From an optimization exercise on the open Yosys and OpenROAD flow, aimed at small area; shortcuts taken in it are not production practice. Function was checked by simulation only, so behaviour that the tests miss may differ from the original. Power is estimated from default activity; no workload was simulated.

===== flow/flow/area3.abc =====
strash; dch -f; amap; strash; dch -f; amap; topo; dnsize

===== flow/flow/resyn.ys =====
# Re-map the standard synthesis's combinational cells for area; the
# flip-flop and tie cells stay as they are.
read_liberty -ignore_miss_func @LIB@
read_verilog @IN@
hierarchy -top link_rx
setattr -mod -set keep_hierarchy 1 sky130_fd_sc_hd__dfxtp_1 sky130_fd_sc_hd__edfxtp_1 sky130_fd_sc_hd__conb_1
flatten
opt -purge
abc -liberty @LIB@ @DU@ -script @ABC@
opt_clean -purge
stat -liberty @LIB@
select -module link_rx
write_verilog -noattr -selected @OUT@

===== flow/flow/run.sh =====
#!/bin/bash
# Standard layout with these changes:
#  - the standard synthesis runs with an area-oriented ABC script
#    (flow/area.abc in place of ORFS's abc_speed.script); nothing else in
#    it changes, so its flip-flops, their names and cell types are the
#    standard ones;
#  - its combinational cells are then re-mapped once more with the ABC
#    scripts flow/area*.abc, keeping the smallest result (flip-flops and
#    tie cells stay as they are);
#  - a smaller clock tree (leaf clusters of up to 10 sinks on clkbuf_4, no
#    dummy loads);
#  - buf_1 as the port buffer cell.
set -euo pipefail
export CTS_ARGS="-sink_clustering_enable -repair_clock_nets -dont_use_dummy_load -sink_clustering_size 10 -sink_clustering_max_diameter 40 -buf_list sky130_fd_sc_hd__clkbuf_4"
export BUFFER_PORTS_ARGS="-buffer_cell sky130_fd_sc_hd__buf_1"

W=$PWD
rm -rf scripts_area
cp -r "$FLOW_HOME/scripts" scripts_area
cp flow/area.abc scripts_area/abc_speed.script
bash standard.sh SCRIPTS_DIR=$W/scripts_area synth > synth.log 2>&1

PLAT=$FLOW_HOME/platforms/sky130hd
LIB=$PLAT/lib/sky130_fd_sc_hd__tt_025C_1v80.lib
R=orfs/results/sky130hd/link_rx/base
YOSYS=$(command -v yosys || echo "$FLOW_HOME/../tools/install/yosys/bin/yosys")
DU=$(sed -n '/DONT_USE_CELLS/,/^$/p' $PLAT/config.mk | grep -o 'sky130_fd_sc_hd__[a-z0-9_]*' | sed 's/^/-dont_use /' | tr '\n' ' ')
cp $R/1_2_yosys.v std_synth.v
best=std_synth.v
best_area=$(grep 'Chip area for module' orfs/reports/sky130hd/link_rx/base/synth_stat.txt | awk '{print $NF}')
echo "standard synthesis: $best_area" > resyn_choice.log
for a in flow/area*.abc; do
  n=$(basename $a .abc)
  sed -e "s#@LIB@#$LIB#g" -e "s#@DU@#$DU#" -e "s#@IN@#std_synth.v#" -e "s#@OUT@#resyn_$n.v#" -e "s#@ABC@#$a#" flow/resyn.ys > resyn_$n.ys
  "$YOSYS" -s resyn_$n.ys > resyn_$n.log 2>&1 || continue
  ar=$(grep 'Chip area for top module' resyn_$n.log | awk '{print $NF}')
  echo "$n: $ar" >> resyn_choice.log
  if [[ -n "$ar" ]] && awk -v a="$ar" -v b="$best_area" 'BEGIN{exit !(a < b)}'; then
    best=resyn_$n.v; best_area=$ar
  fi
done
echo "kept: $best" >> resyn_choice.log
cp $best $R/1_2_yosys.v
rm -f $R/1_synth.odb $R/1_synth.sdc

bash standard.sh > standard.log 2>&1

===== flow/design.v =====
module hamming_decoder (
    input  wire [6:0] cw,
    output wire [3:0] nibble
);
    wire s1 = cw[0] ^ cw[2] ^ cw[4] ^ cw[6];
    wire s2 = cw[1] ^ cw[2] ^ cw[5] ^ cw[6];
    wire s3 = cw[3] ^ cw[4] ^ cw[5] ^ cw[6];
    assign nibble[0] = cw[2] ^ ( s1 &  s2 & ~s3);    
    assign nibble[1] = cw[4] ^ ( s1 & ~s2 &  s3);    
    assign nibble[2] = cw[5] ^ (~s1 &  s2 &  s3);    
    assign nibble[3] = cw[6] ^ ( s1 &  s2 &  s3);    
endmodule
module link_rx (
    input  wire        clk,
    input  wire        rst,
    input  wire [6:0]  local_addr_in,
    input  wire        rx_valid,
    input  wire [7:0]  rx_data,
    input  wire        rx_timeout,
    output reg         hd_valid,
    output wire [7:0]  hd_receiver,
    output wire [7:0]  hd_sender,
    output wire [7:0]  hd_type,
    output wire [7:0]  hd_len,
    output wire        pl_valid,
    output wire [63:0] pl_data,
    output reg         fe_valid,
    output wire [1:0]  fe_code
);
    localparam [7:0] MARKER    = 8'hFF;
    localparam [7:0] START     = 8'h02;
    localparam [7:0] STOP      = 8'h03;
    localparam [7:0] BROADCAST = 8'h7F;
    localparam [1:0] POS_SCAN = 2'd0;
    localparam [1:0] POS_CW   = 2'd1;
    localparam [1:0] POS_END  = 2'd2;
    reg [6:0]  local_addr;
    reg [1:0]  bm_pos;
    reg [3:0]  bm_nib;         
    reg        bm_have_upper;
    reg [3:0]  bm_upper;
    reg [2:0]  fa_hdr;         
    reg        fa_start_ok;    
    reg        fa_match;       
    reg        fa_bcast;       
    reg [7:0]  fa_sender;
    reg [7:0]  fa_type;
    reg [7:0]  fa_len;
    reg [7:0]  fa_pc;          
    reg [31:0]   asm_q;        
    reg [2047:0] ring;         
    reg [3:0]    ph;           
    reg        hd_bcast;
    reg        hd_pend;
    reg [1:0]  rd_st;          
    reg [4:0]  rd_last;        
    wire [3:0] dec_nibble;
    hamming_decoder u_dec (.cw(rx_data[6:0]), .nibble(dec_nibble));
    wire is_marker = (rx_data == MARKER);
    wire good_unit = rx_valid && (bm_pos == POS_END) && is_marker;
    wire push      = good_unit && bm_have_upper;
    wire [7:0] push_byte = {bm_upper, bm_nib};
    wire in_payload = (fa_hdr == 3'd5);
    wire last_byte  = in_payload && (fa_pc == fa_len);
    wire complete   = push && last_byte;
    wire delims_ok  = fa_start_ok && (push_byte == STOP);
    wire pl_push    = push && in_payload && !last_byte;
    wire [4:0] kc = fa_pc[7:3];
    wire [2:0] fj = fa_pc[2:0];
    wire [3:0] ph_n = ph + 4'd1;
    wire hit_cur  = (kc[3:0] == ph);
    wire hit_prev = (kc[3:0] == ph_n) && (kc != 5'd0);
    wire kp_hi    = kc[4] ^ (kc[3:0] == 4'd0);    
    reg  [127:0] merged;
    integer c, s;
    always @* begin
        for (s = 0; s < 2; s = s + 1)
            for (c = 0; c < 8; c = c + 1) begin
                if ((c < fj && c + 4 >= fj && hit_cur && kc[4] == s) ||
                    (c >= fj + 4 && hit_prev && kp_hi == s))
                    merged[64*s + 8*c +: 8] = asm_q[8*(c%4) +: 8];
                else
                    merged[64*s + 8*c +: 8] = ring[64*s + 8*c +: 8];
            end
    end
    always @(posedge clk) begin
        ring <= {merged, ring[2047:128]};
        if (pl_push)
            asm_q[8*fj[1:0] +: 8] <= push_byte;
    end
    assign hd_receiver = hd_bcast ? BROADCAST : {1'b0, local_addr};
    assign hd_sender   = fa_sender;
    assign hd_type     = fa_type;
    assign hd_len      = fa_len;
    assign fe_code     = 2'd2;
    localparam [1:0] RD_IDLE = 2'd0;
    localparam [1:0] RD_WAIT = 2'd1;
    localparam [1:0] RD_LO   = 2'd2;
    localparam [1:0] RD_HI   = 2'd3;
    wire rd_active = (rd_st != RD_IDLE);
    wire rd_slot   = (rd_st == RD_HI);
    assign pl_valid = !hd_valid && (rd_st[1] || (rd_st == RD_WAIT && ph == 4'd0));
    assign pl_data  = rd_slot ? merged[127:64] : merged[63:0];
    wire [7:0] len_m1 = fa_len - 8'd1;
    always @(posedge clk) begin
        if (rst) begin
            local_addr    <= local_addr_in;
            bm_pos        <= POS_SCAN;
            bm_have_upper <= 1'b0;
            fa_hdr        <= 3'd0;
            ph            <= 4'd0;
            hd_pend       <= 1'b0;
            rd_st         <= RD_IDLE;
            hd_valid      <= 1'b0;
            fe_valid      <= 1'b0;
        end else begin
            ph       <= ph_n;
            hd_valid <= 1'b0;
            fe_valid <= 1'b0;
            if (rx_valid) begin
                case (bm_pos)
                    POS_SCAN: if (is_marker) bm_pos <= POS_CW;
                    POS_CW: begin
                        bm_nib <= dec_nibble;
                        bm_pos <= POS_END;
                    end
                    default: begin
                        bm_pos <= POS_SCAN;
                        if (good_unit) begin
                            if (!bm_have_upper)
                                bm_upper <= bm_nib;
                            bm_have_upper <= !bm_have_upper;
                        end
                    end
                endcase
            end else if (rx_timeout) begin
                bm_pos        <= POS_SCAN;
                bm_have_upper <= 1'b0;
            end
            if (push) begin
                case (fa_hdr)
                    3'd0: fa_start_ok <= (push_byte == START);
                    3'd1: begin
                        fa_match <= (push_byte == {1'b0, local_addr}) || (push_byte == BROADCAST);
                        fa_bcast <= (push_byte == BROADCAST);
                    end
                    3'd2: fa_sender <= push_byte;
                    3'd3: fa_type   <= push_byte;
                    3'd4: begin
                        fa_len <= push_byte;
                        fa_pc  <= 8'd0;
                    end
                    default: if (!last_byte) fa_pc <= fa_pc + 8'd1;
                endcase
                if (last_byte)
                    fa_hdr <= 3'd0;
                else if (!in_payload)
                    fa_hdr <= fa_hdr + 3'd1;
            end
            if (pl_valid) begin
                if ({rd_slot, ph} == rd_last)
                    rd_st <= RD_IDLE;
                else if (ph == 4'd15)
                    rd_st <= RD_HI;
                else if (rd_st == RD_WAIT)
                    rd_st <= RD_LO;
            end
            if ((complete && delims_ok && fa_match && !rd_active) ||
                (hd_pend && !rd_active)) begin
                hd_valid  <= 1'b1;
                hd_pend   <= 1'b0;
                rd_last   <= len_m1[7:3];
                if (fa_len != 8'd0)
                    rd_st <= RD_WAIT;
            end else if (complete && delims_ok && fa_match) begin
                hd_pend  <= 1'b1;
            end
            if (complete)
                hd_bcast <= fa_bcast;
            if (complete && !delims_ok)
                fe_valid <= 1'b1;
        end
    end
endmodule

===== flow/flow/area2.abc =====
strash; dc2; dc2; dch -f; amap; topo; dnsize

===== flow/constraint.sdc =====
create_clock -name core_clock -period 10.0 [get_ports {clk}]
set_input_delay 2.0000 -clock core_clock [delete_from_list [all_inputs] [get_ports {clk}]]
set_output_delay 2.0000 -clock core_clock [all_outputs]
set_load 0.01 [all_outputs]

===== flow/flow/area.abc =====
strash; dc2; dch -f; amap; topo; dnsize

===== flow/config.mk =====
export PLATFORM = sky130hd
export DESIGN_NAME = link_rx
export DESIGN_NICKNAME = link_rx
export VERILOG_FILES = /design/flow/design.v
export SDC_FILE = /design/flow/constraint.sdc
export NUM_CORES = 4
export LEC_CHECK = 0
export CAP_MARGIN = 20
export CORE_MARGIN = 2
export CORE_UTILIZATION = 60
export SLEW_MARGIN = 20

===== flow/standard.sh =====
#!/bin/bash
# synth_recipe.tcl (not shown) runs the flow's synth.tcl, then flattens the netlist and writes it again
# the make line also repeats each setting of config.mk as NAME=value (left out here)
make -C /OpenROAD-flow-scripts/flow DESIGN_CONFIG=/design/flow/config.mk WORK_HOME=/design/flow/orfs CLKGATE_MAP_FILE= SYNTH_SCRIPT=/design/flow/synth_recipe.tcl "${@:-finish}"

==> flow_summary_export.csv <==
group,metric,value,unit
global_routing,track_usage,17.58,%
global_routing,globalRouteOverflowTotal,0,
floorplanning,initial_utilization,60.74,%
setup_path,r2r-start,"ph[0]",
layout,fin_cells,4219,
yosys,syn_inst,2800,
floorplanning,die_w,284.5,um
yosys,syn_area_per_cell,16.86,um^2
floorplanning,rows,102,
worst_hold_path,hold_path.class,"flip-flop to flip-flop",
clock_tree,clock-sinks,2151,
setup_path,worstReg2RegEnd,"ring[1961]",
setup_path,crit_type,"flip-flop to output pin",
worst_hold_path,min_path_cells,0,
route,drtAntennaViolNets,0,
place,gp_congestion,0.8329,
global_routing,grt_pass1_vias,20084,
sta,fin_crit_sh,83.63,%
layout,drive_gt1_share,8.107,%
sta,setup_viol,0,
setup_path,critPathMaxFanout,11,
sta,relSlewSlack,24.53,%
route,route.detailed.drc,0,
sta,whs,0.2634,ns
sta,hold_violations,0,
place,hpwl,42790,um
route,viasPerCell,4.732,
route,dr_total_vias,19965,
clock_tree,path_clk_slew,0.10,ns
clock_tree,cts_resized,0,
pwr,ir_drop,0.1495,mV
sta,rsz0062_at_grt,"false",
clock_tree,clockBufferDepth,3,
global_routing,grt_max_degree,68,
floorplanning,coreArea,77720,um^2
clock_tree,postCtsSetupRepairBufs,0,
setup_path,end_kind,"output pin",
setup_path,rrSetupSlack,4.63,ns
yosys,netlist_area,47210,um^2
status,status,"finished clean",
worst_hold_path,worstHoldStart,"ring[605]",
yosys,yosysWarnings,1,
sta,worst_pin_slew,1.128,ns
pwr,total_power,12.25,mW
worst_hold_path,min_to,"ring[477]",
clock_tree,cts_inserted_buffers,237,
clock_tree,clkLatencyLatePin,1.06,ns
sta,final.setup.tns,0,ns
clock_tree,cts_hold_buf,0,
place,io_buffers,116,
route,dr.pass1.iters,5,
sta,slew_violations,0,
global_routing,grt_pass1_wl,108900,um
floorplanning,ios,120,
place,placed_cells,3973,
sta,finalCriticalPeriod,8.363,ns
clock_tree,cts_tree,"yes",
pwr,p_leak,19.91,nW
sta,fmax,0.1196,GHz
setup_path,r2r_cells,15,
setup_path,required,8.00,ns
setup_path,crit_arrival,6.36,ns
route,drt_iter0_markers,1028,
clock_tree,cts_max_level,4,
route,routedWlPerCell,16.48,um
global_routing,antenna_found_initial,4,
flow_run,cap_violations,0,
layout,final_nets,3191,
floorplanning,fp.dieH,284.5,um
layout,area_growth,7.795,%
sta,fin_skew,0.1295,ns
floorplanning,dieArea,80930,um^2
setup_path,startpoint_type,"flip-flop",
pwr,p_per_area,240.7,nW/um^2
clock_tree,cts.root.buffer_cell,"clkbuf_4",
route,drt_wl_total,69530,um
-- cells in the final DEF, fill, tap and decap left out, types with 5 or more instances in the layout --
cell type and n:
a211oi_1 5, a21oi_1 26, buf_1 116, buf_4 16
clkbuf_4 237, clkinv_1 186, dfxtp_1 2063, diode_2 9
edfxtp_1 88, nand2_1 42, nand4_1 6, nor2_1 71
nor3_1 14, nor4_1 8, o21ai_0 36, o22ai_1 206
or2_0 7
-- routing by layer --
| metal | vias to the layer above | global-route usage (%) | routed length, um |
|---|---|---|---|
| li1 | 9811 | - | - |
| met1 | 9480 | 24.92 | 34080 |
| met2 | 517 | 25.79 | 29890 |
| met3 | 157 | 4.559 | 3594 |
| met4 | 0 | 7.500 | 1970 |
| met5 | - | 0 | 0 |
-- how the worst max path moves through the flow --
stage / from / end / slack [ns]
6_report: ph[0] / pl_data[40] / 1.64
3_5_place_dp: ph[0] / pl_data[40] / 2.83
4_1_cts: ph[0] / pl_data[40] / 1.64
5_1_grt: ph[0] / pl_data[40] / 1.06
2_1_floorplan: rx_data[0] / asm_q[0] / 4.01
3_3_place_gp: ph[0] / pl_data[46] / 3.26
-- where the power goes --
group,internal (mW),switching [mW]
combinational,0.0192,0.0375
sequential,8.75,0.0357
clock,1.09,2.32
total,9.86,2.39
-- layout make-up --
class / count / area (um^2)
flip-flops and latches: 2151 / 43940
multi-input cells: 463 / 2582
repair buffers: 132 / 555.5
clock buffers: 237 / 1779
fillers: 5578 / 26840
diodes: 9 / 22.52
inverters: 187 / 701.9
well taps: 1040 / 1301
-- registers in the layout, summed over array words and instances (netlist names), 5 cells and up --
| signal | count |
|---|---|
| fa_pc | 8 |
| fa_type | 8 |
| asm_q | 32 |
| rd_last | 5 |
| ring | 2048 |
| local_addr | 7 |
| fa_sender | 8 |
| fa_len | 8 |
-- per-stage QoR --
| stage | setup WS, ns | utilization [%] | cell area, um^2 |
|---|---|---|---|
| floorplan | 4.011 | - | 47210 |
| global placement | 3.261 | 63.15 | 49080 |
| detailed placement | 2.828 | 63.15 | 49080 |
| CTS | 1.636 | 65.44 | 50860 |
| global route | 1.062 | 65.47 | 50890 |
| finish | 1.637 | 65.47 | 50890 |
-- worst max-delay path: stages, from the launching register on --
cell       delay [ns]
dfxtp_1          0.44
clkinv_1         0.15
nor2_1           0.21
clkinv_1         0.13
nor2_1           0.17
clkinv_1         0.16
nor2_1           0.13
a21oi_1          0.07
nor4_1           0.27
o2111ai_1        0.24
nor2_1           0.62
clkinv_1         0.59
o22ai_1          1.01
clkinv_1         0.54
o22ai_1          0.36
o22ai_1          0.12
buf_1            0.17

port drivers added, routing unchanged:
No port has a modelled driver above. Below, the same layout with a new extraction and two added sets of constraints.
Step 1 (the two cells are an assumption about what drives the block):
set clk [get_ports {clk}]
set_driving_cell -lib_cell sky130_fd_sc_hd__clkbuf_16 $clk
set_driving_cell -lib_cell sky130_fd_sc_hd__buf_2 [delete_from_list [all_inputs] $clk]
Step 2 times the ports against the registers' clock, not the clock port: input delays grow and output delays shrink by t, the midpoint of the rising clock arrivals with the driver on.
a / b / c = no drivers / after step 1 / after step 2; a / b = the first two.
t, ns: 1.061
setup slack, ns: 1.637 / 1.576 / 2.637
slew at the worst register clock pin (ns): 0.11 / 0.11
After both steps setup and hold are still met in this run. The setup slack of this run moves by -0.061 ns with the drivers and by +1.000 ns with both steps.
